From an optimization exercise on the open Yosys and OpenROAD flow, aimed at small area; shortcuts taken in it are not production practice. Only simulation tests tie the RTL to the original design; equivalence was not proved. Power figures rest on the tool's default switching activity, not on a simulated workload.

==> design/flow/design.v <==
module pwroff_engine (
    input  wire        clk,
    input  wire        rst_n,         
    input  wire [31:0] base,
    input  wire [31:0] tick_rate,
    input  wire        trig_valid,
    input  wire [7:0]  trig_reason,
    output wire        ret_valid,
    output wire        ret_handled,
    input  wire        ret_ready,
    output wire        bus_valid,
    output wire        bus_write,
    output wire [31:0] bus_addr,
    output wire [7:0]  bus_wdata,
    input  wire        bus_ready,
    input  wire [7:0]  bus_rdata,
    output wire        slp_valid,
    output wire [6:0]  slp_units,
    input  wire        slp_ready,
    output wire        diag_valid,
    output wire [7:0]  diag_code,
    output wire [31:0] diag_data,
    input  wire        diag_ready,
    output wire [31:0] status
);
    localparam [3:0] S_IDLE         = 4'd0;
    localparam [3:0] S_CFG          = 4'd1;
    localparam [3:0] S_TX_POLL      = 4'd2;
    localparam [3:0] S_TX_WRITE     = 4'd3;
    localparam [3:0] S_RX_POLL      = 4'd4;
    localparam [3:0] S_RX_SLEEP     = 4'd5;
    localparam [3:0] S_RX_DATA      = 4'd6;
    localparam [3:0] S_DIAG_SHORT   = 4'd7;
    localparam [3:0] S_SETTLE_FLUSH = 4'd8;
    localparam [3:0] S_DIAG_CSUM    = 4'd9;
    localparam [3:0] S_DIAG_NAK     = 4'd10;
    localparam [3:0] S_POST_OK      = 4'd11;
    localparam [3:0] S_DIAG_EXH     = 4'd12;
    localparam [3:0] S_EXH_SLEEP    = 4'd13;
    localparam [3:0] S_RETURN       = 4'd14;
    localparam [3:0] S_DONE         = 4'd15;
    reg  [3:0]  st;
    reg  [5:0]  n;          
    reg  [3:0]  k;          
    reg  [1:0]  cmd;
    reg  [1:0]  att;
    reg  [2:0]  fail;       
    reg         fault;
    reg         nh;         
    reg         fl;         
    reg  [31:0] rb;
    wire [7:0] r0 = rb[7:0];
    wire [7:0] r1 = rb[15:8];
    wire [7:0] r2 = rb[23:16];
    wire [7:0] r3 = rb[31:24];
    function [5:0] inc6(input [5:0] a);
        integer i;
        reg c;
        begin
            c = 1'b1;
            for (i = 0; i < 6; i = i + 1) begin
                inc6[i] = a[i] ^ c;
                c = c & a[i];
            end
        end
    endfunction
    function [3:0] inc4(input [3:0] a);
        integer i;
        reg c;
        begin
            c = 1'b1;
            for (i = 0; i < 4; i = i + 1) begin
                inc4[i] = a[i] ^ c;
                c = c & a[i];
            end
        end
    endfunction
    wire s_cfg   = (st == S_CFG);
    wire s_rxp   = (st == S_RX_POLL);
    wire s_rxd   = (st == S_RX_DATA);
    wire s_short = (st == S_DIAG_SHORT);
    wire s_csum  = (st == S_DIAG_CSUM);
    wire s_nak   = (st == S_DIAG_NAK);
    wire s_ret   = (st == S_RETURN);
    wire bus_st  = s_cfg || (st == S_TX_POLL) || (st == S_TX_WRITE) || s_rxp || s_rxd;
    wire slp_st  = (st == S_RX_SLEEP) || (st == S_SETTLE_FLUSH) ||
                   (st == S_POST_OK) || (st == S_EXH_SLEEP);
    wire diag_st = s_short || s_csum || s_nak || (st == S_DIAG_EXH);
    wire cfg_rdy  = n[5] && n[4] && n[3];
    wire busy_bus = (s_cfg && !cfg_rdy) || (s_rxd && !k[3]);
    wire busy_dg  = (s_short || s_csum || s_nak) && !n[5];
    assign bus_valid  = bus_st && !busy_bus;
    assign slp_valid  = slp_st;
    assign diag_valid = diag_st && !busy_dg;
    assign ret_valid  = s_ret || nh;
    assign ret_handled = !nh;
    assign bus_write = st[0];
    reg [2:0] ridx;
    always @(*) begin
        case (st)
            S_CFG:
                case (n[2:0])
                    3'd0: ridx = 3'd3;    
                    3'd1: ridx = 3'd0;    
                    3'd2: ridx = 3'd1;    
                    3'd3: ridx = 3'd3;    
                    3'd4: ridx = 3'd1;    
                    3'd5: ridx = 3'd2;    
                    default: ridx = 3'd4;  
                endcase
            S_TX_POLL, S_RX_POLL: ridx = 3'd5;    
            default: ridx = 3'd0;                 
        endcase
    end
    reg [29:0] asum;
    reg        ac;
    integer ai;
    always @(*) begin
        ac = 1'b0;
        for (ai = 0; ai < 3; ai = ai + 1) begin
            asum[ai] = base[ai + 2] ^ ridx[ai] ^ ac;
            ac = (base[ai + 2] & ridx[ai]) | (ac & (base[ai + 2] ^ ridx[ai]));
        end
        for (ai = 3; ai < 30; ai = ai + 1) begin
            asum[ai] = base[ai + 2] ^ ac;
            ac = ac & base[ai + 2];
        end
    end
    assign bus_addr = {asum, 2'b00};
    wire [7:0] qbyte = {r3[0], r3[1], r3[2], r3[3], r3[4], r3[5], r3[6], r3[7]};
    reg [8:0] dinc;
    integer di;
    always @(*) begin
        dinc[8] = fl;
        for (di = 0; di < 8; di = di + 1) begin
            dinc[di] = qbyte[di] ^ dinc[8];
            dinc[8]  = dinc[8] & qbyte[di];
        end
    end
    reg [7:0] wd;
    always @(*) begin
        wd = 8'h00;
        if (s_cfg) begin
            case (n[2:0])
                3'd0: wd = 8'h83;
                3'd1, 3'd2: wd = dinc[7:0];
                3'd3: wd = 8'h1B;
                3'd5: wd = 8'h07;
                default: wd = 8'h00;
            endcase
        end else if (fl) begin
            wd = 8'hFF;
        end else begin
            case (cmd)
                2'd0:
                    case (n[1:0])
                        2'd0: wd = 8'h01;
                        2'd1: wd = 8'h35;
                        2'd2: wd = 8'h00;
                        default: wd = 8'hCA;
                    endcase
                2'd1:
                    case (n[1:0])
                        2'd0: wd = 8'h00;
                        2'd1: wd = 8'h0C;
                        default: wd = 8'hF4;
                    endcase
                default:
                    case (n[1:0])
                        2'd0: wd = 8'h00;
                        2'd1: wd = 8'h06;
                        default: wd = 8'hFA;
                    endcase
            endcase
        end
    end
    assign bus_wdata = wd;
    wire u1   = !st[3];
    wire u100 = !st[0];
    wire u10  = st[3] && st[0];
    assign slp_units = {u100, u100, 1'b0, u10, u100, u10, u1};
    assign diag_code = {5'd0, st[3] && st[2], st[3] && !st[2],
                        !st[3] || (st[1] && !st[0])};
    assign diag_data = {rb[31:2],
                        rb[1:0] | (st[3] ? 2'b00 : k[1:0]) | ((st[3] && st[2]) ? cmd : 2'b00)};
    wire ended2 = st[3] && st[2] && st[1];
    wire ended1 = cmd[1] || ended2;
    wire ended0 = cmd[1] || cmd[0] || ended2;
    wire [1:0] res0 = ended0 ? {fail[0], !fail[0]} : 2'b00;
    wire [1:0] res1 = ended1 ? {fail[1], !fail[1]} : 2'b00;
    wire [1:0] res2 = ended2 ? {fail[2], !fail[2]} : 2'b00;
    wire [2:0] cfg_j = (st == S_IDLE) ? 3'd0 : s_cfg ? n[2:0] : 3'd7;
    assign status = {fault, 6'd0, fault, 4'd0, res2, res1, res0,
                     2'b00, att, cmd, 1'b0, cfg_j, st};
    wire step = (bus_valid && bus_ready) || (slp_valid && slp_ready) ||
                (diag_valid && diag_ready) || (s_ret && ret_ready);
    wire       ge   = r0[7] | (r0[6] & (r0[5] | r0[4] | (r0[3] & (r0[2] | (r0[1] & r0[0])))));
    reg  [6:0] rsub;
    reg        rc;
    integer ri;
    always @(*) begin
        rc = 1'b0;
        for (ri = 0; ri < 7; ri = ri + 1) begin
            rsub[ri] = r0[ri] ^ ((7'd53 >> ri) & 1'b1) ^ rc;
            rc = (r0[ri] & ((7'd53 >> ri) & 1'b1)) | (rc & (r0[ri] ^ ((7'd53 >> ri) & 1'b1)));
        end
    end
    wire       xb   = tick_rate[~n[4:0]];
    wire [2:0] csum_s = {2'b00, rb[0]} + {2'b00, rb[8]} + {2'b00, rb[16]} + {2'b00, rb[24]} +
                        {1'b0, k[1:0]};
    wire [7:0] ack1   = cmd[1] ? 8'h06 : cmd[0] ? 8'h0C : 8'h35;
    wire       ack_ok = (r3 == 8'h01) && (r0 == ack1) && (r1 == 8'h00);
    wire reason_ok = (trig_reason == 8'h01) || (trig_reason == 8'h02);
    wire tx_last = fl ? (n == 6'd39) : (cmd == 2'd0) ? (n[1:0] == 2'd3) : (n[1:0] == 2'd2);
    wire rx_done = step && ((s_rxp && !bus_rdata[0] && k == 4'd9) ||
                            (s_rxd && n == 6'd39));
    wire div_run = s_cfg && n[5] && (!n[4] && (!n[3] || !n[2] || !k[0]) ||
                                      n[4] && !n[3] && !n[2] && !k[0]);
    wire chk_run = s_csum && n[5:3] == 3'd0;                         
    wire rot_run = s_csum && !n[5] && (n != 6'd8 || fl);             
    wire clr_run = ((s_short || s_nak || s_cfg) && !n[5]) || (s_rxd && !k[3]);   
    wire rx_load = step && s_rxd && !fl && n[5:2] == 4'd0;
    wire sh      = rot_run || clr_run;
    wire sin     = div_run ? ge : rot_run ? rb[0] : 1'b0;
    wire       mv     = sh || div_run;
    wire       r3_ld  = rx_load;
    wire       r3_sh  = mv && !rx_load;
    wire       r3_hd  = !mv && !rx_load;
    wire       r0_dv  = div_run;
    wire       r0_sh  = sh;
    wire       r0_hd  = !mv;
    wire [7:0] r3_nx  = ({8{r3_ld}} & bus_rdata) | ({8{r3_sh}} & {sin, rb[31:25]}) | ({8{r3_hd}} & r3);
    wire [7:0] r0_nx  = ({8{r0_dv}} & {ge ? rsub : r0[6:0], xb}) | ({8{r0_sh}} & rb[8:1]) | ({8{r0_hd}} & r0);
    always @(posedge clk) begin
        rb[31:24] <= r3_nx;
        rb[7:0]   <= r0_nx;
        if (mv)
            rb[23:8] <= rb[24:9];
    end
    always @(posedge clk) begin
        if (!rst_n) begin
            st    <= S_IDLE;
            cmd   <= 2'd0;
            att   <= 2'd0;
            fault <= 1'b0;
            nh    <= 1'b0;
        end else begin
            if (nh && ret_ready)
                nh <= 1'b0;
            case (st)
                S_CFG:
                    if (!cfg_rdy) begin
                        n <= inc6(n);
                        if (n == 6'd52) begin
                            fl <= ge;
                            n  <= 6'd56;
                        end
                        if (k[0] && n == 6'd44)
                            n <= 6'd58;
                    end
                S_RX_DATA:
                    if (!k[3]) begin
                        k <= inc4(k);
                        if (k == 4'd7) begin
                            k  <= 4'd0;
                            st <= S_RX_POLL;
                        end
                    end
                S_DIAG_CSUM:
                    if (!n[5]) begin
                        n <= inc6(n);
                        if (chk_run) begin
                            k[1:0] <= csum_s[2:1];
                            fl     <= fl | csum_s[0];
                        end
                        if (n == 6'd8 && !fl) begin
                            n <= 6'd0;
                            if (ack_ok)
                                st <= S_POST_OK;
                            else
                                st <= S_DIAG_NAK;
                        end
                    end
                S_DIAG_SHORT, S_DIAG_NAK:
                    if (!n[5])
                        n <= inc6(n);
                default: ;
            endcase
            if ((st == S_IDLE || st == S_DONE) && trig_valid && !fault) begin
                if (!reason_ok) begin
                    nh <= 1'b1;
                end else if (st == S_DONE) begin
                    fault <= 1'b1;
                end else begin
                    st <= S_CFG;
                    n  <= 6'd0;
                    k  <= 4'd0;
                end
            end
            if (step) begin
                case (st)
                    S_CFG: begin
                        n <= inc6(n);
                        if (n[2:0] == 3'd1) begin
                            fl <= dinc[8];
                            n  <= 6'd0;
                            k  <= 4'd1;
                        end
                        if (n[2:0] == 3'd6) begin
                            cmd <= 2'd0;
                            att <= 2'd1;
                            fl  <= 1'b0;
                            n   <= 6'd0;
                            st  <= S_TX_POLL;
                        end
                    end
                    S_TX_POLL:
                        if (bus_rdata[5])
                            st <= S_TX_WRITE;
                    S_TX_WRITE: begin
                        n <= inc6(n);
                        if (tx_last) begin
                            if (!fl) begin
                                n  <= 6'd0;
                                k  <= 4'd0;
                                st <= S_RX_POLL;
                            end else begin
                                st <= S_SETTLE_FLUSH;
                            end
                        end else begin
                            st <= S_TX_POLL;
                        end
                    end
                    S_RX_POLL:
                        if (bus_rdata[0]) begin
                            k  <= 4'd15;
                            st <= S_RX_DATA;
                        end else if (k != 4'd9) begin
                            st <= S_RX_SLEEP;
                        end
                    S_RX_SLEEP: begin
                        k  <= inc4(k);
                        st <= S_RX_POLL;
                    end
                    S_RX_DATA: begin
                        n <= inc6(n);
                        k <= 4'd0;
                        if (!rx_load || n[1:0] == 2'd3)
                            st <= S_RX_POLL;
                    end
                    S_DIAG_SHORT: begin
                        fl <= 1'b1;
                        n  <= 6'd0;
                        st <= S_TX_POLL;
                    end
                    S_SETTLE_FLUSH: begin
                        n  <= 6'd0;
                        k  <= 4'd0;
                        st <= S_RX_POLL;
                    end
                    S_DIAG_CSUM: begin
                        n  <= 6'd0;
                        st <= S_DIAG_NAK;
                    end
                    S_DIAG_NAK: begin
                        if (att != 2'd3) begin
                            att <= {att[1] ^ att[0], !att[0]};
                            fl  <= 1'b0;
                            n   <= 6'd0;
                            st  <= S_TX_POLL;
                        end else begin
                            st <= S_DIAG_EXH;
                        end
                    end
                    S_POST_OK, S_EXH_SLEEP: begin
                        fail[cmd] <= st[2];
                        if (cmd != 2'd2) begin
                            cmd <= {cmd[0], !cmd[0]};
                            att <= 2'd1;
                            fl  <= 1'b0;
                            n   <= 6'd0;
                            st  <= S_TX_POLL;
                        end else begin
                            st <= S_RETURN;
                        end
                    end
                    S_DIAG_EXH: st <= S_EXH_SLEEP;
                    S_RETURN: st <= S_DONE;
                    default: ;
                endcase
                if (rx_done) begin
                    if (fl) begin
                        if (att != 2'd3) begin
                            att <= {att[1] ^ att[0], !att[0]};
                            fl  <= 1'b0;
                            n   <= 6'd0;
                            st  <= S_TX_POLL;
                        end else begin
                            st <= S_DIAG_EXH;
                        end
                    end else if (n[5:2] == 4'd0) begin
                        k  <= {2'b00, n[1:0]};
                        n  <= 6'd0;
                        st <= S_DIAG_SHORT;
                    end else begin
                        k  <= 4'd0;
                        n  <= 6'd0;
                        st <= S_DIAG_CSUM;
                    end
                end
            end
        end
    end
endmodule
==> design/flow/flow/run.sh <==
#!/bin/bash
# Standard ORFS layout with three changes:
#  - after the standard synthesis, the combinational logic between the (unchanged) registers
#    is mapped again by ABC (half adders of the address incrementer are kept) with an area-oriented script (flow/abc_area.script), tried with
#    several random seeds; the smallest result that Yosys proves equivalent to the standard
#    netlist replaces it;
#  - port buffers use the smallest buffer cell;
#  - the clock tree uses 8x clock buffers and no dummy loads;
#  - constant outputs share one tie cell.
set -euo pipefail
W=$PWD
R=$W/orfs/results/sky130hd/pwroff_engine/base
LIB=$FLOW_HOME/platforms/sky130hd/lib/sky130_fd_sc_hd__tt_025C_1v80.lib
export BUFFER_PORTS_ARGS="-buffer_cell sky130_fd_sc_hd__buf_1"
export SKIP_REPAIR_TIE_FANOUT=1
export CTS_ARGS="-sink_clustering_enable -repair_clock_nets -buf_list sky130_fd_sc_hd__clkbuf_8 -root_buf sky130_fd_sc_hd__clkbuf_8 -dont_use_dummy_load"

# 1. standard synthesis
bash standard.sh "$R/1_2_yosys.v" > make_synth.log 2>&1
cp "$R/1_2_yosys.v" "$R/1_2_yosys_std.v"

# 2. remap the combinational logic; registers and tie cells are kept as they are
DU=$(sed 's/^/-dont_use /' flow/dont_use.txt | tr '\n' ' ')
: # work files of the remapping go to rs_* in this folder
remap() {
  local s=$1
  sed "s/@SEED@/$s/; s/@SEED2@/$((s + 50))/" flow/abc_area.script > rs_abc_$s.script
  cat > rs_remap_$s.ys <<EOS
read_liberty -ignore_miss_func $LIB
blackbox sky130_fd_sc_hd__*df* sky130_fd_sc_hd__conb_1
read_verilog $R/1_2_yosys_std.v
read_verilog -lib $W/flow/ha_keep.v
hierarchy -top $FLOW_TOP
select -set hak w:base %co1:+[A,B] t:sky130_fd_sc_hd__ha_1 %i
chtype -set ha_keep @hak
flatten
delete t:\$scopeinfo
opt_clean
techmap
opt -fast
abc -liberty $LIB $DU -script $W/rs_abc_$s.script
opt_clean -purge
chtype -set sky130_fd_sc_hd__ha_1 t:ha_keep
read_liberty -lib -ignore_redef $LIB
check -assert
tee -o $W/rs_stat_$s.txt stat -liberty $LIB
write_verilog -noattr -noexpr -nohex -nodec $W/rs_net_$s.v
EOS
  yosys -s rs_remap_$s.ys > rs_remap_$s.log 2>&1 || rm -f rs_net_$s.v
}
for s in 1 2 3 4; do remap $s & done; wait
for s in 5 6 7 8; do remap $s & done; wait

# candidates, smallest first
: > rs_areas.txt
for s in 1 2 3 4 5 6 7 8; do
  if [[ -f rs_net_$s.v ]]; then
    a=$(awk '/Chip area/ {print $NF}' rs_stat_$s.txt | tail -1)
    echo "$a $s" >> rs_areas.txt
  fi
done
sort -g rs_areas.txt -o rs_areas.txt
used=none
while read -r a s; do
  cat > rs_equiv_$s.ys <<EOS
read_liberty -ignore_miss_func $LIB
read_verilog $R/1_2_yosys_std.v
rename $FLOW_TOP gold
read_verilog $W/rs_net_$s.v
rename $FLOW_TOP gate
flatten
delete t:\$scopeinfo
opt_clean
equiv_make gold gate eq
hierarchy -top eq
equiv_simple -seq 2
equiv_induct
equiv_status -assert
EOS
  if yosys -s rs_equiv_$s.ys > rs_equiv_$s.log 2>&1; then
    cp rs_net_$s.v "$R/1_2_yosys.v"
    used=$s
    break
  fi
done < rs_areas.txt
echo "remapped netlist used: seed $used" > rs_used.txt

# 3. the rest of the standard flow
bash standard.sh > make_finish.log 2>&1
==> design/flow/flow/abc_area.script <==
strash
&get -n
&deepsyn -T 60 -S @SEED@
&put
dch -f
amap
strash
&get -n
&deepsyn -T 30 -S @SEED2@
&put
dch -f
amap
topo
==> design/flow/flow/dont_use.txt <==
sky130_fd_sc_hd__probe_p_8
sky130_fd_sc_hd__probec_p_8
sky130_fd_sc_hd__lpflow_bleeder_1
sky130_fd_sc_hd__lpflow_clkbufkapwr_1
sky130_fd_sc_hd__lpflow_clkbufkapwr_16
sky130_fd_sc_hd__lpflow_clkbufkapwr_2
sky130_fd_sc_hd__lpflow_clkbufkapwr_4
sky130_fd_sc_hd__lpflow_clkbufkapwr_8
sky130_fd_sc_hd__lpflow_clkinvkapwr_1
sky130_fd_sc_hd__lpflow_clkinvkapwr_16
sky130_fd_sc_hd__lpflow_clkinvkapwr_2
sky130_fd_sc_hd__lpflow_clkinvkapwr_4
sky130_fd_sc_hd__lpflow_clkinvkapwr_8
sky130_fd_sc_hd__lpflow_decapkapwr_12
sky130_fd_sc_hd__lpflow_decapkapwr_3
sky130_fd_sc_hd__lpflow_decapkapwr_4
sky130_fd_sc_hd__lpflow_decapkapwr_6
sky130_fd_sc_hd__lpflow_decapkapwr_8
sky130_fd_sc_hd__lpflow_inputiso0n_1
sky130_fd_sc_hd__lpflow_inputiso0p_1
sky130_fd_sc_hd__lpflow_inputiso1n_1
sky130_fd_sc_hd__lpflow_inputiso1p_1
sky130_fd_sc_hd__lpflow_inputisolatch_1
sky130_fd_sc_hd__lpflow_isobufsrc_1
sky130_fd_sc_hd__lpflow_isobufsrc_16
sky130_fd_sc_hd__lpflow_isobufsrc_2
sky130_fd_sc_hd__lpflow_isobufsrc_4
sky130_fd_sc_hd__lpflow_isobufsrc_8
sky130_fd_sc_hd__lpflow_isobufsrckapwr_16
sky130_fd_sc_hd__lpflow_lsbuf_lh_hl_isowell_tap_1
sky130_fd_sc_hd__lpflow_lsbuf_lh_hl_isowell_tap_2
sky130_fd_sc_hd__lpflow_lsbuf_lh_hl_isowell_tap_4
sky130_fd_sc_hd__lpflow_lsbuf_lh_isowell_4
sky130_fd_sc_hd__lpflow_lsbuf_lh_isowell_tap_1
sky130_fd_sc_hd__lpflow_lsbuf_lh_isowell_tap_2
sky130_fd_sc_hd__lpflow_lsbuf_lh_isowell_tap_4
sky130_fd_sc_hd__fill_1
sky130_fd_sc_hd__fill_2
sky130_fd_sc_hd__fill_4
sky130_fd_sc_hd__fill_8
==> design/flow/flow/ha_keep.v <==
// stand-in for the half adders kept through remapping
(* blackbox *)
module ha_keep(input A, input B, output COUT, output SUM);
endmodule
==> design/flow/standard.sh <==
#!/bin/bash
# synth_recipe.tcl (not shown) runs the flow's synth.tcl, then flattens the netlist and writes it again
# the make line also repeats each setting of config.mk as NAME=value (left out here)
make -C /OpenROAD-flow-scripts/flow DESIGN_CONFIG=/design/flow/config.mk WORK_HOME=/design/flow/orfs CLKGATE_MAP_FILE= SYNTH_SCRIPT=/design/flow/synth_recipe.tcl "${@:-finish}"
==> design/flow/config.mk <==
export PLATFORM = sky130hd
export DESIGN_NAME = pwroff_engine
export DESIGN_NICKNAME = pwroff_engine
export VERILOG_FILES = /design/flow/design.v
export SDC_FILE = /design/flow/constraint.sdc
export NUM_CORES = 4
export LEC_CHECK = 0
export CAP_MARGIN = 20
export CORE_MARGIN = 2
export CORE_UTILIZATION = 40
export SLEW_MARGIN = 20
==> design/flow/constraint.sdc <==
create_clock -name core_clock -period 20.0 [get_ports {clk}]
set_input_delay 4.0000 -clock core_clock [delete_from_list [all_inputs] [get_ports {clk}]]
set_output_delay 4.0000 -clock core_clock [all_outputs]
set_load 0.01 [all_outputs]
==> results of run 1 <==
[worst max-delay path by stage]
stage | from | to | slack [ns] | cells past startpoint
2_1_floorplan | base[2] | bus_addr[31] | 6.68 | 34
3_3_place_gp | base[2] | bus_addr[31] | 6.24 | 36
3_5_place_dp | base[2] | bus_addr[31] | 6.17 | 36
4_1_cts | base[2] | bus_addr[31] | 6.13 | 36
5_1_grt | base[2] | bus_addr[31] | 5.66 | 36
6_report | base[2] | bus_addr[31] | 6.20 | 36
[layer usage]
layer / wire [um] / GRT usage / vias up
li1: - / - / 2261
met1: 6450 / 0.365 / 2260
met2: 7360 / 0.482 / 227
met3: 1200 / 0.0363 / 28
met4: 314 / 0.0759 / 0
met5: 0 / 0 / -
[cell usage in the layout (no fill, tap or decap), drive strengths merged, types with 4 or more instances in the layout]
master,instances
dfxtp,26
a211oi,11
nor2,103
a31oi,7
o22ai,9
o211ai,5
buf,177
nand3,10
o21ai,35
nand4,4
nor4,5
edfxtp,30
nor3,24
o21a,9
clkinv,69
a222oi,6
ha,27
a221oi,5
a21oi,38
o221ai,11
nand2,40
clkbuf,5
[worst max-delay path, delay by kind of cell]
family / cells / cell delay (ns)
adders and majority gates: 27 / 4.94
and+or+nand+nor: 3 / 0.25
buffers and inverters: 3 / 0.30
AOI/OAI and AO/OA: 3 / 0.31
[through the flow]
step	cell area (um2)	setup WS [ns]	hold WS, ns	total power (W)	utilization
6_report	4840	6.20	0.472	0.000712	0.502
3_5_place_dp	4770	6.17	0.434	0.000645	0.495
5_1_grt	4840	5.66	0.486	0.000767	0.502
4_1_cts	4840	6.13	0.463	0.000708	0.502
3_3_place_gp	4770	6.24	0.433	0.000642	0.495
2_1_floorplan	3930	6.68	0.489	0.000494	-
[registers in the layout, summed over array words and instances, names as in the netlist]
| signal | count |
|---|---|
| nh | 1 |
| fail | 3 |
| fault | 1 |
| att | 2 |
| fl | 1 |
| st | 4 |
| n | 6 |
| cmd | 2 |
| rb | 32 |
| k | 4 |
[power by group through the flow]
stage          registers [W]  logic [W]  clock network (W)
6_report            0.000237   0.000414          0.0000614
5_1_grt             0.000245   0.000457          0.0000649
4_1_cts             0.000236   0.000409          0.0000626
3_5_place_dp        0.000239   0.000406                  0
3_3_place_gp        0.000238   0.000404                  0
2_1_floorplan       0.000239   0.000255                  0
[final cells by class]
type,count,area [um2],share of cell area
clock buffers,5,68.8,0.0142
inverters,69,259,0.0535
multi-input cells,386,2250,0.466
flip-flops and latches,56,1420,0.294
well taps,133,166,0.0344
repair buffers,177,668,0.138
==> results by group, run 1 <==
Status
  – Status: complete, no violations

Clocking
  – Worst-skew pair later-pin latency: 0.32 ns
  – Hold buffer count at cts: 0
  – CTS H-tree depth: 2
  – Clk sinks: 56
  – Clock Pin Slew Worst Setup and Hold Paths: 0.12 ns
  – Clock Path Buffers: 2
  – Root buffer cell: clkbuf_8
  – Postcts setup bufs: 0
  – CTS buffer count: 5
  – CTS tree: built
  – PostCTS Resize Cnt: 0

Yosys
  – Yosys synthesis warning count: 1
  – Syn Inst Count: 511
  – Syn_area_per_cell: 7.70 um2
  – Syn_nets: 625
  – Synthesized cell area: 3930 um2

Global route
  – Largest net degree at the start of global routing: 22
  – Vias in the first global route: 4335
  – First-pass GRT wire length: 22500 um
  – GRT Residual Overflow: 0
  – Total GRT Usage: 0.278
  – Initial antenna violation count: 0

Pwr
  – Sw frac: 0.527
  – Lkg Pwr: 1.68 nW
  – Power share of the sequential group: 0.333
  – Combinational Power Share: 0.581
  – Clock network fraction of total power: 0.086
  – VDD IR max: 0.0000820 V
  – Power per cell area: 147 nW/um2
  – P_int: 0.000337 W
  – Switch Pwr: 0.000375 W

Route
  – Drt pass-1 iters: 5
  – Vias after detailed routing: 4776
  – Routed len/inst: 18.6 um
  – Final wirelength: 15300 um
  – Routed Antenna Nets: 0
  – DRT iter0 DRCs: 316
  – DRC Markers: 0
  – Avg Vias per Cell: 5.78

Setup path
  – CP max-delay cell: ha_1
  – Worst path arrival time: 9.80 ns
  – Slowest Stage Delay on Critical Path: 0.22 ns
  – CP Capture Type: output pin
  – Worst R2R Path Depth: 19
  – Critical Path Fanout Max: 2
  – Startpoint types: primary input
  – R2r setup slk: 14.44 ns
  – CP Class: primary input to output pin
  – R2R Path End: n[3]$_DFFE_PP_
  – CP Data Required Time: 16.00 ns
  – Most frequent CP cell: ha_1
  – Crit Reg-Reg Startpoint: st[0]$_SDFF_PN0_

Min path
  – Worst min path class: register to register
  – Hold Path Sink: rb[17]$_DFFE_PP_
  – Worst hold stages: 0
  – Hold Crit Start: rb[18]$_DFFE_PP_

Run
  – Max-cap violations: 0

Final layout
  – Fill count: 1018
  – Nets: 809
  – Area grow syn2layout: 23.0%
  – Antenna cells: 0
  – Fin cells: 826
  – Layout cell share with drive strength beyond 1: 0.00866

Floorplanning
  – I/O pin cnt: 212
  – Die height: 103 um
  – Initial Util: 0.408
  – Die width: 103 um
  – Core area: 9640 um2
  – Num rows: 36
  – Die ar.: 10600 um2

Timing
  – Slew HR: 0.336
  – Count of final setup violators: 0
  – Setup Skew: 0.0230 ns
  – Final period util: 0.690
  – Worst-Margin Slew: 0.997 ns
  – Fin Setup TNS: 0 ns
  – Final Hold Viols: 0
  – Fmax achieved: 72.5 MHz
  – Tmin final: 13.80 ns
  – Slew Limit Fails: 0
  – RSZ-0062 raised after global routing: false

Place
  – Port buffer count: 176
  – Post-DP HPWL: 12300 um
  – Inst Count DP: 821
  – Placer's final routability congestion estimate: 0.983
==> inputs of run 2 (changes only) <==
--- a/design/flow/flow/run.sh
+++ b/design/flow/flow/run.sh
@@ -52,2 +52,3 @@
 for s in 5 6 7 8; do remap $s & done; wait
+for s in 9 10 11 12; do remap $s & done; wait
 
@@ -55,3 +56,3 @@
 : > rs_areas.txt
-for s in 1 2 3 4 5 6 7 8; do
+for s in 1 2 3 4 5 6 7 8 9 10 11 12; do
   if [[ -f rs_net_$s.v ]]; then
--- a/design/flow/config.mk
+++ b/design/flow/config.mk
@@ -9,3 +9,4 @@
 export CORE_MARGIN = 2
-export CORE_UTILIZATION = 40
+export CORE_UTILIZATION = 60
+export PLACE_DENSITY = 0.85
 export SLEW_MARGIN = 20
==> run 2 against run 1 <==
  * Synthesized cell count decreased by 0.59%
  * Hold slack worse by 0.015 ns
  * Via count rose by 5.5%
  * Sequential share of layout area up 0.21 points
  * Non-clock buffer count is 5 higher
  * Sequential power down 15%
  * Power down 12%
  * First-iteration DRC count increased by 140%
  * Synthesized area barely moved
  * Wire length shrank 4.9%
==> results by group, run 2 <==
Status
  – Status: complete, no violations

Timing
  – Fin Setup TNS: 0 ns (unchanged)
  – Final period util: 0.697 (+0.00696)
  – Worst-Margin Slew: 0.901 ns (-0.0958 ns)
  – Setup Skew: 0.0254 ns (+0.00243 ns)
  – Tmin final: 13.94 ns (+0.139 ns)
  – Final Hold Viols: 0 (unchanged)
  – Slew Limit Fails: 0 (unchanged)
  – Slew HR: 0.400 (+0.0639)
  – Count of final setup violators: 0 (unchanged)
  – RSZ-0062 raised after global routing: false
  – Fmax achieved: 71.8 MHz (-1.0%)

Setup path
  – Slowest Stage Delay on Critical Path: 0.24 ns (+0.02 ns)
  – Startpoint types: primary input
  – CP max-delay cell: a22oi_1
  – CP Class: primary input to output pin
  – CP Capture Type: output pin
  – Worst path arrival time: 9.94 ns (+0.14 ns)
  – Critical Path Fanout Max: 3 (+1)
  – R2r setup slk: 14.70 ns (+0.26 ns)
  – CP delay by family, top: adder cells
  – Most frequent CP cell: ha_1
  – Worst Path Buf+Inv: 2 (-1)
  – CP Data Required Time: 16.00 ns (about the same)

Floorplanning
  – Initial Util: 0.619 (+0.211)
  – Die ar.: 7220 um2 (-32%)
  – I/O pin cnt: 212 (unchanged)
  – Die width: 84.9 um (-18%)
  – Num rows: 29 (-19%)
  – Core area: 6350 um2 (-34%)
  – Die height: 84.9 um (-18%)

Final layout
  – Final core occ: 0.756 (+0.254)
  – Area grow syn2layout: 22.2%
  – Commonest non-fill, non-tap cell in the layout: buf_1
  – Fin cells: 772 (-6.5%)
  – Layout cell share with drive strength beyond 1: 0.0158 (+0.00717)
  – Top flop regs: rb: 32 flops, n: 6 flops
  – Most frequent cells in the layout: 176 x buf_1, 113 x nor2_1, 67 x clkinv_1
  – Nets: 811 (+0.25%)
  – Fill count: 500 (-51%)
  – Antenna cells: 0 (unchanged)
  – Top reg by flops: rb
  – Largest register FFs: 32 (unchanged)

Place
  – Placer's final routability congestion estimate: 1.02 (+3.6%)
  – Post-DP HPWL: 11700 um (-4.8%)
  – Port buffer count: 176 (unchanged)
  – Inst Count DP: 767 (-6.6%)

Pwr
  – VDD IR max: 0.0000873 V (+6.5%)
  – Power share of the sequential group: 0.321 (-0.012)
  – Clock network fraction of total power: 0.093 (+0.007)
  – P_int: 0.000302 W (-10%)
  – Lkg Pwr: 1.72 nW (+2.3%)
  – Power per cell area: 130 nW/um2 (-11%)
  – Sw frac: 0.517 (-0.0101)
  – Combinational Power Share: 0.586 (+0.005)
  – Switch Pwr: 0.000324 W (-14%)

Global route
  – Largest net degree at the start of global routing: 31 (+41%)
  – First-pass GRT wire length: 22400 um (-0.67%)
  – Initial antenna violation count: 0 (unchanged)
  – Total GRT Usage: 0.388 (+0.110)
  – GRT Residual Overflow: 0 (unchanged)
  – Vias in the first global route: 4599 (+6.1%)

Clocking
  – Root buffer cell: clkbuf_8
  – CTS tree: built
  – Clock Path Buffers: 2 (unchanged)
  – Clock Pin Slew Worst Setup and Hold Paths: 0.10 ns (-0.02 ns)
  – PostCTS Resize Cnt: 0 (unchanged)
  – Clk sinks: 56 (unchanged)
  – CTS buffer count: 5 (unchanged)
  – Postcts setup bufs: 0 (unchanged)
  – Hold buffer count at cts: 0 (unchanged)
  – Worst-skew pair later-pin latency: 0.31 ns (about the same)
  – CTS H-tree depth: 2 (unchanged)

Yosys
  – Syn_nets: 622 (-0.48%)
  – Yosys synthesis warning count: 1 (unchanged)
  – Synthesized cell area: 3930 um2 (about the same)
  – Syn Inst Count: 508 (-0.59%)
  – Syn_area_per_cell: 7.74 um2 (+0.53%)

Min path
  – Worst min path class: register to register

Route
  – Routed len/inst: 18.9 um (+1.7%)
  – Drt pass-1 iters: 6 (+1)
  – DRT iter0 DRCs: 755 (+140%)
  – Final wirelength: 14600 um (-4.9%)
  – DRC Markers: 0 (unchanged)
  – Vias after detailed routing: 5039 (+5.5%)
  – Routed Antenna Nets: 0 (unchanged)
  – Avg Vias per Cell: 6.53 (+13%)

Run
  – Max-cap violations: 0 (unchanged)
==> run 2: cell type report <==
class | instances | area (um2) | area share
inverter | 67 | 251 | 0.0524
tap | 77 | 96.3 | 0.0201
clock buffer | 5 | 68.8 | 0.0143
multi-input combinational | 385 | 2260 | 0.470
timing repair buffer | 182 | 706 | 0.147
sequential | 56 | 1420 | 0.296
==> run 2: through the flow <==
step	hold WS [ns]	setup slack [ns]	total power, W	area [um2]
finish	0.456	6.06	0.000626	4800
global placement	0.432	6.39	0.000543	4730
global route	0.474	5.75	0.000663	4800
CTS	0.457	6.07	0.000612	4800
floorplan	0.499	6.64	0.000435	3930
detailed placement	0.439	6.07	0.000556	4730
==> run 2: worst paths after layout <==
path                    startpoint                to  cells past startpoint
setup / recovery           base[2]      bus_addr[31]                     34
hold / removal    rb[23]$_DFFE_PP_  rb[22]$_DFFE_PP_                      0
setup reg to reg  st[0]$_SDFF_PN0_    n[4]$_DFFE_PP_                     13
hold reg to reg   rb[23]$_DFFE_PP_  rb[22]$_DFFE_PP_                      0
==> run 2: power by group through the flow <==
stage               clock (W)  sequential [W]  combinational, W
floorplan                   0        0.000201          0.000234
global placement            0        0.000200          0.000343
detailed placement          0        0.000202          0.000354
CTS                 0.0000574        0.000199          0.000356
global route        0.0000611        0.000205          0.000397
finish              0.0000580        0.000201          0.000367
==> run 2: layer usage <==
metal | track usage | wire, um | up-vias
met2 | 0.661 | 6800 | 424
li1 | - | - | 2267
met1 | 0.470 | 5330 | 2271
met5 | 0 | 0 | -
met3 | 0.0885 | 1790 | 77
met4 | 0.166 | 658 | 0
==> inputs of run 3 (changes only) <==
--- a/design/flow/config.mk
+++ b/design/flow/config.mk
@@ -10,2 +10,3 @@
 export CORE_UTILIZATION = 60
+export GPL_TIMING_DRIVEN = 0
 export PLACE_DENSITY = 0.85
==> run 3 against run 2 <==
  * Global-route usage grew 1.2 points
  * Die area unchanged
  * Synthesized area is the same
  * Largest power group unchanged
  * Synthesized cell count decreased by 0.39%
  * Still clean
  * Fmax shrank 0.22%
  * Sequential share of layout area grew 0.25 points
  * Critical path depth stayed put
  * Combinational power grew 1%
  * Sequential power up 7%
  * Hold slack gained 0.015 ns
==> results by group, run 3 <==
Timing
  – Final period util: 0.698 (+0.00154)
  – Fmax achieved: 71.6 MHz (-0.22%)
  – Setup Skew: 0.0270 ns (+0.00159 ns)
  – Count of final setup violators: 0 (unchanged)
  – Final Hold Viols: 0 (unchanged)
  – Worst-Margin Slew: 1.04 ns (+0.144 ns)
  – Slew Limit Fails: 0 (unchanged)
  – Tmin final: 13.97 ns (+0.0308 ns)
  – RSZ-0062 raised after global routing: false
  – Fin Setup TNS: 0 ns (unchanged)
  – Final WS setup: 6.03 ns (-0.0308 ns)
  – Slew HR: 0.300 (-0.0992)

Clocking
  – CTS buffer count: 5 (unchanged)
  – Worst-skew pair later-pin latency: 0.32 ns (about the same)
  – Postcts setup bufs: 0 (unchanged)
  – Clock Path Buffers: 2 (unchanged)
  – Clock Pin Slew Worst Setup and Hold Paths: 0.11 ns (about the same)
  – Root buffer cell: clkbuf_8
  – Hold buffer count at cts: 0 (unchanged)
  – CTS tree: built
  – Clk sinks: 56 (unchanged)
  – PostCTS Resize Cnt: 0 (unchanged)
  – CTS H-tree depth: 2 (unchanged)

Final layout
  – Commonest non-fill, non-tap cell in the layout: buf_1
  – Area grow syn2layout: 21.1%
  – Nets: 804 (-0.86%)
  – Top reg by flops: rb
  – Largest register FFs: 32 (unchanged)
  – Fill count: 523 (+4.6%)
  – Antenna cells: 0 (unchanged)
  – Final core occ: 0.750 (-0.00631)
  – Fin cells: 765 (-0.91%)
  – Most frequent cells in the layout: 176 x buf_1, 98 x nor2_1, 68 x clkinv_1
  – Top flop regs: rb: 32 flops, n: 6 flops
  – Layout cell share with drive strength beyond 1: 0.00872 (-0.00711)

Min path
  – Hold Crit Start: rb[18]$_DFFE_PP_
  – Worst min path class: register to register
  – Worst hold stages: 0 (unchanged)

Floorplanning
  – Initial Util: 0.619 (unchanged)
  – Die width: 84.9 um (unchanged)
  – I/O pin cnt: 212 (unchanged)
  – Num rows: 29 (unchanged)
  – Core area: 6350 um2 (unchanged)
  – Die ar.: 7220 um2 (unchanged)
  – Die height: 84.9 um (unchanged)

Place
  – Inst Count DP: 760 (-0.91%)
  – Post-DP HPWL: 11700 um (-0.33%)
  – Port buffer count: 176 (unchanged)
  – Worst slack, placed: 6.01 ns (-0.0639 ns)
  – Placer's final routability congestion estimate: 1.08 (+6.5%)

Global route
  – Vias in the first global route: 4674 (+1.6%)
  – First-pass GRT wire length: 23000 um (+2.6%)
  – Total GRT Usage: 0.399 (+0.0118)
  – GRT Residual Overflow: 0 (unchanged)
  – Largest net degree at the start of global routing: 30 (-3.2%)
  – Initial antenna violation count: 0 (unchanged)

Pwr
  – Power per cell area: 136 nW/um2 (+4.4%)
  – Lkg Pwr: 1.65 nW (-4.2%)
  – Total power draw: 0.000649 W (+3.6%)
  – VDD IR max: 0.000102 V (+17%)

Yosys
  – Synthesized cell area: 3930 um2 (unchanged)
  – Syn_area_per_cell: 7.77 um2 (+0.40%)
  – Syn_nets: 620 (-0.32%)
  – Yosys synthesis warning count: 1 (unchanged)
  – Syn Inst Count: 506 (-0.39%)

Setup path
  – Critical Path Fanout Max: 3 (unchanged)
  – CP Class: primary input to output pin
  – CP Data Required Time: 16.00 ns (about the same)
  – Slowest Stage Delay on Critical Path: 0.24 ns (about the same)
  – R2r setup slk: 14.26 ns (-0.44 ns)
  – CP Capture Type: output pin
  – Startpoint types: primary input
  – Crit Reg-Reg Startpoint: st[2]$_SDFF_PN0_
  – Worst path arrival time: 9.97 ns (+0.03 ns)
  – R2R Path End: rb[29]$_DFF_P_
  – CP startpoint: base[2]
  – Most frequent CP cell: ha_1
  – Crit path capture: bus_addr[31]
  – Worst R2R Path Depth: 16 (+3)
  – CP max-delay cell: a22oi_1

Route
  – Routed len/inst: 19.6 um (+3.7%)
  – Final wirelength: 15000 um (+2.8%)
  – Avg Vias per Cell: 6.57 (+0.59%)
  – DRT iter0 DRCs: 697 (-7.7%)
  – DRC Markers: 0 (unchanged)
  – Routed Antenna Nets: 0 (unchanged)
  – Drt pass-1 iters: 6 (unchanged)
  – Vias after detailed routing: 5023 (-0.32%)

Status
  – Status: complete, no violations

Run
  – Max-cap violations: 0 (unchanged)
[run 3: cell types whose count changed in the layout (fill, tap and decap cells not counted), moves of 3 or more]
cell | previous run | this run
nor2_1 | 113 | 98
o22ai_1 | 6 | 17
buf_4 | 6 | 0
nand3_1 | 2 | 8
nand4_1 | 6 | 1
o221ai_1 | 1 | 6
o31ai_1 | 0 | 5
nor3_1 | 21 | 17
a222oi_1 | 11 | 8
o21ai_0 | 41 | 44
o41ai_1 | 3 | 0
[run 3: critical path: cells and delay by family]
| family | cells | cell delay [ns] |
|---|---|---|
| compound gates | 4 | 0.57 |
| fa+ha+maj | 27 | 5.07 |
| buf+inv | 2 | 0.24 |
| simple gates | 1 | 0.09 |
[run 3: area by class of cell]
cell class                      count  area (um2)  area share
Inverter                           68         255      0.0536
Sequential cell                    56        1420       0.298
Tap cell                           77        96.3      0.0202
Timing Repair Buffer              177         666       0.140
Clock buffer                        5        68.8      0.0145
Multi-Input combinational cell    382        2250       0.473
[run 3: layer usage]
| metal | track usage | share of wire | routed length, um |
|---|---|---|---|
| met4 | 0.202 | 0.049 | 737 |
| met1 | 0.497 | 0.36 | 5360 |
| met3 | 0.0885 | 0.13 | 1880 |
| met5 | 0 | 0 | 0 |
| met2 | 0.653 | 0.47 | 6990 |
[run 3: power by group]
group	total [W]	switching (W)	internal, W
clock network	0.0000602	0.0000374	0.0000228
registers	0.000216	0.0000505	0.000166
logic	0.000372	0.000255	0.000118
total	0.000649	0.000343	0.000306
[run 3: how the worst min path moves through the flow]
stage / slack (ns) / endpoint
finish: 0.47 / rb[17]$_DFFE_PP_
global route: 0.49 / rb[20]$_DFFE_PP_
CTS: 0.48 / rb[17]$_DFFE_PP_
detailed placement: 0.44 / rb[21]$_DFFE_PP_
global placement: 0.43 / rb[16]$_DFFE_PP_
floorplan: 0.48 / att[1]$_SDFFE_PN0N_
[run 3: metrics by stage]
stage	hold WS (ns)	area, um2
floorplan	0.483	3930
global placement	0.432	4690
detailed placement	0.440	4690
CTS	0.477	4760
global route	0.490	4760
finish	0.471	4760
==> inputs of run 4 (changes only) <==
--- a/design/flow/design.v
+++ b/design/flow/design.v
@@ -55,2 +55,9 @@
     wire [7:0] r3 = rb[31:24];
+    function [7:0] rev8(input [7:0] a);
+        integer i;
+        begin
+            for (i = 0; i < 8; i = i + 1)
+                rev8[i] = a[7 - i];
+        end
+    endfunction
     function [5:0] inc6(input [5:0] a);
@@ -129,3 +136,3 @@
     assign bus_addr = {asum, 2'b00};
-    wire [7:0] qbyte = {r3[0], r3[1], r3[2], r3[3], r3[4], r3[5], r3[6], r3[7]};
+    wire [7:0] qbyte = r0;
     reg [8:0] dinc;
@@ -183,4 +190,11 @@
                         !st[3] || (st[1] && !st[0])};
-    assign diag_data = {rb[31:2],
-                        rb[1:0] | (st[3] ? 2'b00 : k[1:0]) | ((st[3] && st[2]) ? cmd : 2'b00)};
+    wire [31:0] rbr;
+    genvar gi;
+    generate
+        for (gi = 0; gi < 32; gi = gi + 1) begin : g_rbr
+            assign rbr[gi] = rb[31 - gi];
+        end
+    endgenerate
+    assign diag_data = {rbr[31:2],
+                        rbr[1:0] | (st[3] ? 2'b00 : k[1:0]) | ((st[3] && st[2]) ? cmd : 2'b00)};
     wire ended2 = st[3] && st[2] && st[1];
@@ -196,3 +210,3 @@
                 (diag_valid && diag_ready) || (s_ret && ret_ready);
-    wire       ge   = r0[7] | (r0[6] & (r0[5] | r0[4] | (r0[3] & (r0[2] | (r0[1] & r0[0])))));
+    wire       ge   = r3[7] | (r3[6] & (r3[5] | r3[4] | (r3[3] & (r3[2] | (r3[1] & r3[0])))));
     reg  [6:0] rsub;
@@ -203,4 +217,4 @@
         for (ri = 0; ri < 7; ri = ri + 1) begin
-            rsub[ri] = r0[ri] ^ ((7'd53 >> ri) & 1'b1) ^ rc;
-            rc = (r0[ri] & ((7'd53 >> ri) & 1'b1)) | (rc & (r0[ri] ^ ((7'd53 >> ri) & 1'b1)));
+            rsub[ri] = r3[ri] ^ ((7'd53 >> ri) & 1'b1) ^ rc;
+            rc = (r3[ri] & ((7'd53 >> ri) & 1'b1)) | (rc & (r3[ri] ^ ((7'd53 >> ri) & 1'b1)));
         end
@@ -208,6 +222,6 @@
     wire       xb   = tick_rate[~n[4:0]];
-    wire [2:0] csum_s = {2'b00, rb[0]} + {2'b00, rb[8]} + {2'b00, rb[16]} + {2'b00, rb[24]} +
+    wire [2:0] csum_s = {2'b00, rb[31]} + {2'b00, rb[23]} + {2'b00, rb[15]} + {2'b00, rb[7]} +
                         {1'b0, k[1:0]};
     wire [7:0] ack1   = cmd[1] ? 8'h06 : cmd[0] ? 8'h0C : 8'h35;
-    wire       ack_ok = (r3 == 8'h01) && (r0 == ack1) && (r1 == 8'h00);
+    wire       ack_ok = (rev8(r0) == 8'h01) && (rev8(r3) == ack1) && (r2 == 8'h00);
     wire reason_ok = (trig_reason == 8'h01) || (trig_reason == 8'h02);
@@ -223,17 +237,18 @@
     wire sh      = rot_run || clr_run;
-    wire sin     = div_run ? ge : rot_run ? rb[0] : 1'b0;
+    wire sin     = div_run ? ge : rot_run ? rb[31] : 1'b0;
     wire       mv     = sh || div_run;
-    wire       r3_ld  = rx_load;
-    wire       r3_sh  = mv && !rx_load;
-    wire       r3_hd  = !mv && !rx_load;
-    wire       r0_dv  = div_run;
-    wire       r0_sh  = sh;
-    wire       r0_hd  = !mv;
-    wire [7:0] r3_nx  = ({8{r3_ld}} & bus_rdata) | ({8{r3_sh}} & {sin, rb[31:25]}) | ({8{r3_hd}} & r3);
-    wire [7:0] r0_nx  = ({8{r0_dv}} & {ge ? rsub : r0[6:0], xb}) | ({8{r0_sh}} & rb[8:1]) | ({8{r0_hd}} & r0);
+    wire       r0_ld  = rx_load;
+    wire       r0_sh  = mv && !rx_load;
+    wire       r0_hd  = !mv && !rx_load;
+    wire       r3_sb  = div_run && ge;           
+    wire       r3_sh  = mv && !r3_sb;
+    wire       r3_hd  = !mv;
+    wire [7:0] r0_nx  = ({8{r0_ld}} & rev8(bus_rdata)) | ({8{r0_sh}} & {rb[6:0], sin}) | ({8{r0_hd}} & r0);
+    wire [7:0] r3_sv  = {rb[30:24], div_run ? xb : rb[23]};
+    wire [7:0] r3_nx  = ({8{r3_sb}} & {rsub, xb}) | ({8{r3_sh}} & r3_sv) | ({8{r3_hd}} & r3);
     always @(posedge clk) begin
-        rb[31:24] <= r3_nx;
         rb[7:0]   <= r0_nx;
+        rb[31:24] <= r3_nx;
         if (mv)
-            rb[23:8] <= rb[24:9];
+            rb[23:8] <= rb[22:7];
     end
==> run 4 against run 3 <==
  * Design area decreased by 0.68%
  * Clock skew decreased by 0.0036 ns
  * Count of clock-buffer cells in the layout unchanged
  * Power decreased by 1.6%
  * Critical path type unchanged
  * Still clean
  * Sequential power about the same
  * Final cell count decreased by 0.26%
  * Largest power group unchanged
==> results by group, run 4 <==
Status
  – Status: complete, no violations

Final layout
  – Top flop regs: rb: 32 flops, n: 6 flops
  – Fill count: 489 (-6.5%)
  – Commonest non-fill, non-tap cell in the layout: buf_1
  – Most frequent cells in the layout: 176 x buf_1, 91 x nor2_1, 73 x clkinv_1
  – Antenna cells: 0 (unchanged)
  – Layout cell share with drive strength beyond 1: 0.00729 (-0.00143)
  – Largest register FFs: 32 (unchanged)
  – Area grow syn2layout: 21.3%
  – Final core occ: 0.749 (-0.000843)
  – Top reg by flops: rb
  – Post-route design area: 4730 um2 (-0.68%)
  – Nets: 802 (-0.25%)

Route
  – DRT iter0 DRCs: 680 (-2.4%)
  – DRC Markers: 0 (unchanged)
  – Vias after detailed routing: 5004 (-0.38%)
  – Routed len/inst: 18.9 um (-3.4%)
  – Drt pass-1 iters: 6 (unchanged)
  – Routed Antenna Nets: 0 (unchanged)
  – Avg Vias per Cell: 6.56 (-0.12%)
  – Final wirelength: 14400 um (-3.6%)

Floorplanning
  – Die width: 84.6 um (-0.38%)
  – Core area: 6310 um2 (-0.57%)
  – Die ar.: 7160 um2 (-0.76%)
  – Num rows: 29 (unchanged)
  – I/O pin cnt: 212 (unchanged)
  – Die height: 84.6 um (-0.38%)
  – Initial Util: 0.618 (-0.00140)

Clocking
  – Hold buffer count at cts: 0 (unchanged)
  – Clock Pin Slew Worst Setup and Hold Paths: 0.11 ns (about the same)
  – Postcts setup bufs: 0 (unchanged)
  – Clock Path Buffers: 2 (unchanged)
  – Root buffer cell: clkbuf_8
  – CTS H-tree depth: 2 (unchanged)
  – PostCTS Resize Cnt: 0 (unchanged)
  – Worst-skew pair later-pin latency: 0.32 ns (about the same)
  – CTS buffer count: 5 (unchanged)
  – Clk sinks: 56 (unchanged)
  – CTS tree: built

Timing
  – Fmax achieved: 71.4 MHz (-0.32%)
  – Final Hold Viols: 0 (unchanged)
  – Worst-Margin Slew: 0.955 ns (-0.0899 ns)
  – Worst Hold Slack: 0.463 ns (-0.00813 ns)
  – Fin Setup TNS: 0 ns (unchanged)
  – Setup Skew: 0.0233 ns (-0.00365 ns)
  – Slew Limit Fails: 0 (unchanged)
  – Count of final setup violators: 0 (unchanged)
  – Slew HR: 0.361 (+0.0606)
  – Tmin final: 14.01 ns (+0.0454 ns)
  – RSZ-0062 raised after global routing: false
  – Final period util: 0.701 (+0.00227)

Yosys
  – Syn Inst Count: 504 (-0.40%)
  – Synthesized cell area: 3900 um2 (-0.80%)
  – Syn_nets: 618 (-0.32%)
  – Syn_area_per_cell: 7.74 um2 (-0.40%)
  – Yosys synthesis warning count: 1 (unchanged)

Setup path
  – CP delay by family, top: adder cells
  – CP Capture Type: output pin
  – Slowest Stage Delay on Critical Path: 0.25 ns (about the same)
  – CP Class: primary input to output pin
  – CP max-delay cell: o22ai_1
  – Worst path arrival time: 10.01 ns (+0.04 ns)
  – Startpoint types: primary input
  – Most frequent CP cell: ha_1
  – Worst Path Buf+Inv: 3 (+1)
  – Critical Path Fanout Max: 3 (unchanged)
  – CP Data Required Time: 16.00 ns (about the same)

Global route
  – Total GRT Usage: 0.390 (-0.00907)
  – Largest net degree at the start of global routing: 25 (-17%)
  – Initial antenna violation count: 0 (unchanged)
  – GRT Residual Overflow: 0 (unchanged)
  – First-pass GRT wire length: 22300 um (-2.8%)
  – Vias in the first global route: 4555 (-2.5%)

Place
  – Placer's final routability congestion estimate: 1.00 (-7.6%)
  – Placed inst area: 4660 um2 (-0.77%)
  – Post-DP HPWL: 11400 um (-2.8%)
  – Port buffer count: 176 (unchanged)

Pwr
  – Sw frac: 0.521 (-0.00691)
  – Combinational Power Share: 0.567 (-0.007)
  – Lkg Pwr: 1.66 nW (+0.54%)
  – Power share of the sequential group: 0.339 (+0.006)
  – Clock network fraction of total power: 0.094 (about the same)
  – P_int: 0.000305 W (-0.20%)
  – VDD IR max: 0.0000902 V (-12%)
  – Power per cell area: 135 nW/um2 (-0.97%)
  – Switch Pwr: 0.000333 W (-2.9%)

Run
  – Max-cap violations: 0 (unchanged)

Min path
  – Worst min path class: register to register
## run 4: worst register-to-register path, cell delays in order (launching register included)
cell and delay [ns]:
dfxtp_1 0.54, clkinv_1 0.48, nor2_1 0.58, nand2_1 0.21, nand3_1 0.17, o32ai_1 0.16, clkinv_1 0.12, nor2b_1 0.08
a21oi_1 0.24, clkinv_1 0.14, nor2_1 0.76, clkinv_1 0.93, o22ai_1 0.50, nor2_1 0.10, a311oi_1 0.30
## run 4: path summary, 6_finish.rpt
kind | from | endpoint | slack, ns | cells after the start
setup / recovery | base[2] | bus_addr[31] | 5.99 | 35
hold / removal | rb[12]$_DFFE_PP_ | rb[13]$_DFFE_PP_ | 0.46 | 0
setup reg to reg | st[0]$_SDFF_PN0_ | rb[26]$_DFF_P_ | 14.60 | 14
hold reg to reg | rb[12]$_DFFE_PP_ | rb[13]$_DFFE_PP_ | 0.46 | 0
## run 4: power groups by stage
| stage | Clock (W) | Sequential (W) | Combinational [W] |
|---|---|---|---|
| 2_1_floorplan | 0 | 0.000212 | 0.000227 |
| 3_3_place_gp | 0 | 0.000212 | 0.000336 |
| 3_5_place_dp | 0 | 0.000216 | 0.000347 |
| 4_1_cts | 0.0000578 | 0.000214 | 0.000348 |
| 5_1_grt | 0.0000626 | 0.000221 | 0.000392 |
| 6_report | 0.0000599 | 0.000216 | 0.000362 |
## run 4: cell type report
class | count | area [um2] | share of cell area
inverter | 73 | 274 | 0.0579
clock buffer | 5 | 68.8 | 0.0146
multi-input combinational | 375 | 2200 | 0.466
timing repair buffer | 177 | 664 | 0.140
sequential | 56 | 1420 | 0.301
tap | 77 | 96.3 | 0.0204
## run 4: per-layer routing
| metal | routed length [um] | vias up | track usage |
|---|---|---|---|
| li1 | - | 2230 | - |
| met1 | 5160 | 2283 | 0.484 |
| met5 | 0 | - | 0 |
| met4 | 571 | 0 | 0.141 |
| met2 | 7050 | 415 | 0.674 |
| met3 | 1650 | 76 | 0.0777 |
## run 4: per-stage QoR
step	total power (W)	instances	setup slack [ns]
6_report	0.000638	763	5.99
3_5_place_dp	0.000564	757	5.97
5_1_grt	0.000676	763	5.68
2_1_floorplan	0.000440	504	6.62
4_1_cts	0.000620	762	5.96
3_3_place_gp	0.000548	757	6.33
==> inputs of run 5 (changes only) <==
--- a/design/flow/design.v
+++ b/design/flow/design.v
@@ -44,7 +44,7 @@
     reg  [3:0]  k;          
+    wire        fault = (st == S_DONE) && k[3];
+    wire        nh    = (st == S_IDLE || st == S_DONE) && k[2];
     reg  [1:0]  cmd;
     reg  [1:0]  att;
-    reg  [2:0]  fail;       
-    reg         fault;
-    reg         nh;         
+    reg  [1:0]  fail;       
     reg         fl;         
@@ -102,3 +102,3 @@
     assign ret_valid  = s_ret || nh;
-    assign ret_handled = !nh;
+    assign ret_handled = st[1] && !st[0];    
     assign bus_write = st[0];
@@ -204,3 +204,3 @@
     wire [1:0] res1 = ended1 ? {fail[1], !fail[1]} : 2'b00;
-    wire [1:0] res2 = ended2 ? {fail[2], !fail[2]} : 2'b00;
+    wire [1:0] res2 = ended2 ? {fl, !fl} : 2'b00;
     wire [2:0] cfg_j = (st == S_IDLE) ? 3'd0 : s_cfg ? n[2:0] : 3'd7;
@@ -259,7 +259,6 @@
             att   <= 2'd0;
-            fault <= 1'b0;
-            nh    <= 1'b0;
+            k[2]  <= 1'b0;
         end else begin
             if (nh && ret_ready)
-                nh <= 1'b0;
+                k[2] <= 1'b0;
             case (st)
@@ -305,5 +304,5 @@
                 if (!reason_ok) begin
-                    nh <= 1'b1;
+                    k[2] <= 1'b1;
                 end else if (st == S_DONE) begin
-                    fault <= 1'b1;
+                    k[3] <= 1'b1;
                 end else begin
@@ -390,3 +389,6 @@
                     S_POST_OK, S_EXH_SLEEP: begin
-                        fail[cmd] <= st[2];
+                        if (cmd[0])
+                            fail[1] <= st[2];
+                        else if (!cmd[1])
+                            fail[0] <= st[2];
                         if (cmd != 2'd2) begin
@@ -398,2 +400,3 @@
                         end else begin
+                            fl <= st[2];
                             st <= S_RETURN;
@@ -402,3 +405,6 @@
                     S_DIAG_EXH: st <= S_EXH_SLEEP;
-                    S_RETURN: st <= S_DONE;
+                    S_RETURN: begin
+                        k  <= 4'd0;
+                        st <= S_DONE;
+                    end
                     default: ;
==> run 5 against run 4 <==
  * Hold slack about the same
  * Register-to-register slack worse by 0.48 ns
  * Power down 17%
  * Utilization down 0.27 points
  * Synthesized area down 2.3%
  * Worst setup slack better by 0.030 ns
  * Combinational power down 22%
  * Count of clock-buffer cells in the layout unchanged
  * Die area down 2.2%
  * Fmax up 0.22%
  * First-iteration DRC count up 6.6%
==> results by group, run 5 <==
Final layout
  – Top flop regs: rb: 32 flops, n: 6 flops
  – Fin cells: 773 (+1.3%)
  – Top reg by flops: rb
  – Layout cell share with drive strength beyond 1: 0.0115 (+0.00421)
  – Area grow syn2layout: 22.3%
  – Most frequent cells in the layout: 176 x buf_1, 113 x nor2_1, 69 x clkinv_1
  – Largest register FFs: 32 (unchanged)
  – Antenna cells: 0 (unchanged)
  – Commonest non-fill, non-tap cell in the layout: buf_1
  – Nets: 812 (+1.2%)

Yosys
  – Syn Inst Count: 514 (+2.0%)
  – Synthesized cell area: 3810 um2 (-2.3%)
  – Yosys synthesis warning count: 1 (unchanged)
  – Syn_area_per_cell: 7.41 um2 (-4.2%)
  – Syn_nets: 628 (+1.6%)

Timing
  – Final period util: 0.699 (-0.00151)
  – Count of final setup violators: 0 (unchanged)
  – Slew HR: 0.266 (-0.0953)
  – Fmax achieved: 71.5 MHz (+0.22%)
  – Setup Skew: 0.0247 ns (+0.00141 ns)
  – Final Hold Viols: 0 (unchanged)
  – Fin Setup TNS: 0 ns (unchanged)
  – RSZ-0062 raised after global routing: false
  – Slew Limit Fails: 0 (unchanged)
  – Worst-Margin Slew: 1.10 ns (+0.142 ns)
  – Tmin final: 13.98 ns (-0.0301 ns)

Clocking
  – Worst-skew pair later-pin latency: 0.32 ns (about the same)
  – Clock Pin Slew Worst Setup and Hold Paths: 0.11 ns (about the same)
  – CTS buffer count: 5 (unchanged)
  – Hold buffer count at cts: 0 (unchanged)
  – Clk sinks: 53 (-5.4%)
  – Root buffer cell: clkbuf_8
  – Clock Path Buffers: 2 (unchanged)
  – CTS tree: built
  – PostCTS Resize Cnt: 0 (unchanged)
  – CTS H-tree depth: 2 (unchanged)
  – Postcts setup bufs: 0 (unchanged)

Route
  – DRT iter0 DRCs: 725 (+6.6%)
  – Routed Antenna Nets: 0 (unchanged)
  – DRC Markers: 0 (unchanged)
  – Drt pass-1 iters: 6 (unchanged)
  – Avg Vias per Cell: 6.35 (-3.2%)
  – Routed len/inst: 18.5 um (-2.5%)
  – Final wirelength: 14300 um (-1.2%)
  – Vias after detailed routing: 4905 (-2.0%)

Floorplanning
  – Die height: 83.7 um (-1.1%)
  – Die width: 83.7 um (-1.1%)
  – I/O pin cnt: 212 (unchanged)
  – Core area: 6240 um2 (-1.1%)
  – Initial Util: 0.610 (-0.00745)
  – Die ar.: 7000 um2 (-2.2%)
  – Num rows: 29 (unchanged)

Setup path
  – Most frequent CP cell: ha_1
  – CP startpoint: base[2]
  – CP Class: primary input to output pin
  – Startpoint types: primary input
  – CP max-delay cell: a21oi_1
  – Slowest Stage Delay on Critical Path: 0.20 ns (-0.05 ns)
  – CP Capture Type: output pin
  – R2r setup slk: 14.12 ns (-0.48 ns)
  – Crit Reg-Reg Startpoint: st[0]$_SDFF_PN0_
  – CP Data Required Time: 16.00 ns (about the same)
  – Critical Path Fanout Max: 3 (unchanged)
  – CP delay by family, top: adder cells
  – Worst Path Buf+Inv: 2 (-1)
  – Worst path arrival time: 9.98 ns (-0.03 ns)

Pwr
  – Lkg Pwr: 1.62 nW (-2.1%)
  – VDD IR max: 0.0000923 V (+2.4%)
  – Power per cell area: 114 nW/um2 (-15%)

Status
  – Status: complete, no violations

Min path
  – Worst min path class: register to register
  – Hold Crit Start: rb[8]$_DFFE_PP_

Place
  – Placer's final routability congestion estimate: 1.08 (+7.6%)
  – Inst Count DP: 768 (+1.5%)
  – Port buffer count: 176 (unchanged)
  – Post-DP HPWL: 11400 um (+0.51%)

Global route
  – Vias in the first global route: 4493 (-1.4%)
  – Initial antenna violation count: 0 (unchanged)
  – Total GRT Usage: 0.391 (+0.000685)
  – Largest net degree at the start of global routing: 23 (-8.0%)
  – First-pass GRT wire length: 22000 um (-1.7%)
  – GRT Residual Overflow: 0 (unchanged)

Run
  – Max-cap violations: 0 (unchanged)
run 5: report_power, final:
group | total (W) | switching [W] | internal, W
combinational | 0.000284 | 0.000190 | 0.0000936
clock | 0.0000566 | 0.0000339 | 0.0000227
sequential | 0.000191 | 0.0000404 | 0.000151
run 5: worst paths after layout:
kind                                        end  depth (start not counted)
worst max-delay path               bus_addr[31]                         35
worst max register to register    rb[0]$_DFF_P_                         13
worst min-delay path            rb[9]$_DFFE_PP_                          0
worst min register to register  rb[9]$_DFFE_PP_                          0
run 5: through the flow:
stage | hold slack, ns | cell area (um2) | util | worst slack [ns] | total power (W)
6_report | 0.463 | 4660 | 0.746 | 6.02 | 0.000531
5_1_grt | 0.467 | 4660 | 0.746 | 5.65 | 0.000561
4_1_cts | 0.460 | 4660 | 0.746 | 6.03 | 0.000520
3_5_place_dp | 0.437 | 4590 | 0.735 | 6.05 | 0.000464
3_3_place_gp | 0.428 | 4570 | 0.732 | 6.35 | 0.000456
2_1_floorplan | 0.486 | 3810 | - | 6.66 | 0.000368
run 5: final cells by class:
class,count,area [um2]
Clock buffer,5,68.8
Sequential cell,53,1340
Timing Repair Buffer,177,672
Multi-Input combinational cell,392,2220
Inverter,69,259
Fill cell,504,1580
Tap cell,77,96.3
run 5: routing by layer:
metal,global-route usage,up-vias,share of wire
li1,-,2245,-
met2,0.656,410,0.47
met5,0,-,0
met3,0.0772,59,0.12
met4,0.122,0,0.032
met1,0.510,2191,0.38
run 5: worst reg2reg max path, stage by stage, from the launching register on:
cell and delay (ns):
dfxtp_1 0.60, clkinv_1 0.55, nor2_1 0.37, nor2_1 0.11
nor3_1 0.37, o21ai_0 0.28, nor2_1 0.22, clkinv_1 0.10
nor2_1 0.33, o21ai_0 0.22, nor2_1 0.88, clkinv_1 0.94
or2_0 0.61, o2111ai_1 0.23

re-timing with driven ports:
In the flow no input, the clock included, has a driving cell. The finished layouts below were timed again as built, in two steps. Step 1, drivers: a clkbuf_16 drives clk and a buf_2 each remaining input, both assumed. Step 2 adds t to the input delays and takes it off the output delays; t is the mean of the earliest and latest rising clock arrival at the registers after step 1. Input paths then give back, and output paths get back, about the clock's delay inside the block. a / b / c = no drivers / after step 1 / after step 2; a / b = the first two.
run	shift t [ns]	setup WS [ns]	hold WS [ns]	worst setup path at the end	clock arrival spread, ns
run 1	0.345	6.202 / 6.174 / 6.174	0.472 / 0.472 / 0.472	input to output	0.023 / 0.023
run 2	0.330	6.063 / 6.044 / 6.044	0.456 / 0.456 / 0.456	input to output	0.026 / 0.025
run 3	0.340	6.032 / 6.012 / 6.012	0.471 / 0.471 / 0.471	input to output	0.027 / 0.027
run 4	0.341	5.987 / 5.948 / 5.948	0.463 / 0.463 / 0.463	input to output	0.024 / 0.024
run 5	0.342	6.017 / 5.994 / 5.994	0.463 / 0.463 / 0.463	input to output	0.025 / 0.025
After both steps setup and hold are still met in every run listed. The setup slack of run 4, which loses most, moves by -0.039 ns with the drivers and by -0.039 ns with both steps.
